Background: an optimization exercise with open tools, aiming at small area and a short achievable clock period. Do not read the settings as production practice. Where RTL was checked, it was by simulation tests only, not by an equivalence proof against the original.

## old
==> module cga_qenc, before the edit <==
module cga_qenc (
    input  wire       clk,
    input  wire       rst,         
    input  wire       in_valid,
    input  wire       in_sol,      
    input  wire [7:0] in_r,
    input  wire [7:0] in_g,
    input  wire [7:0] in_b,
    output reg        out_valid,
    output reg  [3:0] out_idx,
    output reg  [7:0] out_comp0,   
    output reg  [7:0] out_comp1    
);
    function [63:0] wave_row;
        input [2:0] hue;
        case (hue)
            3'd0: wave_row = 64'h00_00_00_00_00_00_00_00;
            3'd1: wave_row = 64'h00_00_38_C8_FF_FF_B0_20;
            3'd2: wave_row = 64'hFF_D0_60_10_00_28_A0_F8;
            3'd3: wave_row = 64'hFF_FF_F0_A8_40_58_C0_FF;
            3'd4: wave_row = 64'h20_B0_FF_FF_C8_38_00_00;
            3'd5: wave_row = 64'h68_E0_FF_FF_F8_98_30_18;
            3'd6: wave_row = 64'h10_60_D0_FF_E8_78_08_00;
            default: wave_row = 64'hFF_FF_FF_FF_FF_FF_FF_FF;
        endcase
    endfunction
    function [511:0] enc_table;
        input dummy;
        integer h, p;
        reg [63:0] row;
        reg [17:0] prod;
        begin
            enc_table = 512'd0;
            for (h = 0; h < 8; h = h + 1) begin
                row = wave_row(h[2:0]);
                for (p = 0; p < 8; p = p + 1) begin
                    prod = row[63 - 8*p -: 8] * 18'd768;
                    enc_table[16*(4*h + p/2) + 8*(1 - p%2) +: 8] = prod[17:10];
                end
            end
        end
    endfunction
    localparam [511:0] ENC = enc_table(1'b0);
    function [7:0] bright;
        input [7:0] v;
        input       i3;
        bright = {v[7:6] + {1'b0, i3}, v[5:0]};
    endfunction
    function [10:0] radd;             
        input [9:0] a, b;
        input       ci;
        integer k;
        reg c;
        begin
            c = ci;
            for (k = 0; k < 10; k = k + 1) begin
                radd[k] = a[k] ^ b[k] ^ c;
                c = (a[k] & b[k]) | (a[k] & c) | (b[k] & c);
            end
            radd[10] = c;
        end
    endfunction
    function rge;                     
        input [9:0] a, b;
        reg [10:0] t;
        begin
            t   = radd(a, ~b, 1'b1);
            rge = t[10];
        end
    endfunction
    function [9:0] rsum;
        input [9:0] a, b;
        reg [10:0] t;
        begin
            t    = radd(a, b, 1'b0);
            rsum = t[9:0];
        end
    endfunction
    function [6:0] dist_m;
        input [7:0] c;
        reg [9:0] t;
        begin
            if (!rge({2'b00, c}, 10'd86))
                dist_m = c[6:0];
            else if (rge({2'b00, c}, 10'd170))
                begin t = rsum({2'b00, c}, 10'h356); dist_m = t[6:0]; end    
            else
                begin t = rsum({2'b00, ~c}, 10'd171); dist_m = t[6:0]; end   
        end
    endfunction
    function [3:0] quant;
        input [7:0] r, g, b;
        reg        lr, lg, lb, hr, hg, hb, reg6, pick2;
        reg [6:0]  mr, mg, mb, mm, hg7, tg;
        reg [9:0]  mrb, msum, ksum, m2, t;
        reg        k_ok, bbd, brown, dark;
        reg [3:0]  didx;
        begin
            lr = rge({2'b00, r}, 10'd86);
            lg = rge({2'b00, g}, 10'd86);
            lb = rge({2'b00, b}, 10'd86);
            hr = rge({2'b00, r}, 10'd171);
            hg = rge({2'b00, g}, 10'd171);
            hb = rge({2'b00, b}, 10'd171);
            mr = dist_m(r); mg = dist_m(g); mb = dist_m(b);
            mrb  = rsum({3'b000, mr}, {3'b000, mb});
            msum = rsum(mrb, {3'b000, mg});
            reg6  = lr & lg & ~lb;
            pick2 = ~hr & rge({3'b000, mr}, {3'b000, mb});
            mm    = pick2 ? mr : mb;
            m2    = {2'b00, mm, 1'b0};
            if (reg6)
                dark = rge(m2, rsum(msum, 10'd43));
            else
                dark = !rge(msum, 10'd128);
            didx = reg6 ? (pick2 ? 4'd2 : 4'd7) : {1'b0, lr, lg, lb};
            tg   = rsum({2'b00, g}, 10'h3D6);                   
            hg7  = hg ? {tg[5:0], 1'b0} : 7'd0;                
            ksum = rsum(mrb, {3'b000, hg7});
            k_ok = rge({2'b00, r}, 10'd85) && !lb &&
                   !rge({2'b00, g}, 10'd213) && !rge(ksum, 10'd86);
            if (reg6)
                bbd = !rge(rsum({2'b00, g}, m2), 10'd298);
            else
                bbd = rge({2'b00, g}, 10'd43) && !rge({2'b00, g}, 10'd128);
            brown = k_ok & bbd;
            if (brown)
                quant = 4'd6;
            else if (dark)
                quant = didx;
            else
                quant = {1'b1, hr, hg, hb};
        end
    endfunction
    reg  [1:0] last_hdot;
    wire [1:0] in_hdot = in_sol ? 2'd0 : last_hdot + 2'd1;
    reg        s1_valid;
    reg  [7:0] s1_r, s1_g, s1_b;
    wire [1:0] s1_hdot = last_hdot;
    always @(posedge clk) begin
        if (rst) begin
            last_hdot <= 2'd3;
            s1_valid  <= 1'b0;
        end else begin
            s1_valid <= in_valid;
            if (in_valid)
                last_hdot <= in_hdot;
        end
        s1_r <= in_r;
        s1_g <= in_g;
        s1_b <= in_b;
    end
    reg  [1:0]  s2_hdot;
    always @(posedge clk) begin
        if (rst)
            out_valid <= 1'b0;
        else
            out_valid <= s1_valid;
        out_idx <= quant(s1_r, s1_g, s1_b);
        s2_hdot <= s1_hdot;
    end
    reg  [15:0] enc_v;
    always @* begin
        enc_v     = ENC[16*{out_idx[2:0], s2_hdot} +: 16];
        out_comp0 = bright(enc_v[15:8], out_idx[3]);
        out_comp1 = bright(enc_v[7:0], out_idx[3]);
    end
endmodule
export LEC_CHECK = 0
export ABC_AREA = 1
export CAP_MARGIN = 20
export CORE_MARGIN = 2
export CORE_UTILIZATION = 40
export PLACE_DENSITY = 0.6
export SLEW_MARGIN = 20
create_clock -name core_clock -period 40.0 [get_ports {clk}]
standard.sh (not shown) runs the stock make flow with config.mk's settings and CLKGATE_MAP_FILE= SYNTH_SCRIPT=/design/flow/synth_recipe.tcl, a recipe that flattens the netlist after the stock synthesis.
==> flow/flow/run.sh <==
#!/bin/bash
# The standard layout (standard.sh), with three changes:
#  - synthesis maps the logic with flow/abc_area.script (area-oriented),
#  - no separate full/half-adder extraction before that mapping,
#  - the port buffers are buf_1 cells.
set -euo pipefail
here=$PWD
export MY_ABC_SCRIPT=$here/flow/abc_area.script
bash standard.sh SYNTH_SCRIPT=$here/flow/my_synth.tcl ADDER_MAP_FILE= \
  "BUFFER_PORTS_ARGS=-buffer_cell sky130_fd_sc_hd__buf_1" finish > standard.log 2>&1
==> flow/flow/abc_area.script <==
strash
&get -n
&deepsyn -T 60
&put
dch -f
amap
topo
==> flow/flow/my_synth.tcl <==
# synth_recipe.tcl, with the logic mapped by this flow's own ABC script
# (flow/abc_area.script) in place of the platform's. Registers, their names
# and everything else are as in the standard synthesis.
proc synth {args} { yosys synth -nofsm -noshare {*}$args }
proc abc {args} {
  set i [lsearch -exact $args -script]
  if { $i >= 0 } { lset args [expr { $i + 1 }] $::env(MY_ABC_SCRIPT) }
  yosys abc {*}$args
}
source $::env(SCRIPTS_DIR)/synth.tcl
# left out here: clear keep_hierarchy, flatten, clean up, hide names made inside functions, write 1_2_yosys.v
old: full flow OK, the timing, DRC and antenna checks passed
Here is what was changed in the inputs of new compared with old.
diff --git a/flow/design.v b/flow/design.v
--- a/flow/design.v
+++ b/flow/design.v
@@ -150,19 +150,15 @@
         s1_g <= in_g;
         s1_b <= in_b;
     end
-    reg  [1:0]  s2_hdot;
+    wire [3:0]  q_idx = quant(s1_r, s1_g, s1_b);
+    wire [15:0] enc_v = ENC[16*{q_idx[2:0], s1_hdot} +: 16];
     always @(posedge clk) begin
         if (rst)
             out_valid <= 1'b0;
         else
             out_valid <= s1_valid;
-        out_idx <= quant(s1_r, s1_g, s1_b);
-        s2_hdot <= s1_hdot;
-    end
-    reg  [15:0] enc_v;
-    always @* begin
-        enc_v     = ENC[16*{out_idx[2:0], s2_hdot} +: 16];
-        out_comp0 = bright(enc_v[15:8], out_idx[3]);
-        out_comp1 = bright(enc_v[7:0], out_idx[3]);
+        out_idx   <= q_idx;
+        out_comp0 <= bright(enc_v[15:8], q_idx[3]);
+        out_comp1 <= bright(enc_v[7:0], q_idx[3]);
     end
 endmodule
## What came out
No run among old and new stopped early or left any final violation; all are clean.
Comparing old and new, the lower global-route wire length before repair was measured on old.
Relative to old, new improves final critical delay including setup and external delays.
Against old, new comes in 1.7% higher on area of combinational cells with multiple inputs.
Diff old..new | residual DRC count | negligible
When new is set beside old, its number of clock sinks turns out to be 14 larger.
Between new and old, it is new whose die area is higher, by about 12%.
Diff old -> new | wire length | up by a few percent
Clock-buffer cell count (new over old): increase, 1
For old, only the layout was checked, not whether the RTL still works.

separate check: timing with driven ports:
The flow's constraints put no driver on any port. The routed layouts listed below were extracted and timed again, unchanged, in two steps.
Step 1 assumes that a clkbuf_16 drives the clock port and a buf_2 every other input.
Step 2, shift: input delay + t, output delay - t, t = (earliest + latest rising clock arrival at the registers) / 2. This alone moves slack from input paths to output paths.
Slacks: ideal / step 1 / step 2; pairs: ideal / step 1.
run	shift t [ns]	setup slack, ns	hold WS [ns]	worst data-port slew with drivers (ns)	cell pins on the clock port's net
old	0.310	29.225 / 29.195 / 29.506	0.371 / 0.371 / 0.371	0.03	1
new	0.328	31.063 / 31.063 / 31.063	0.461 / 0.461 / 0.461	0.03	1
After both steps setup and hold are still met in every run listed.
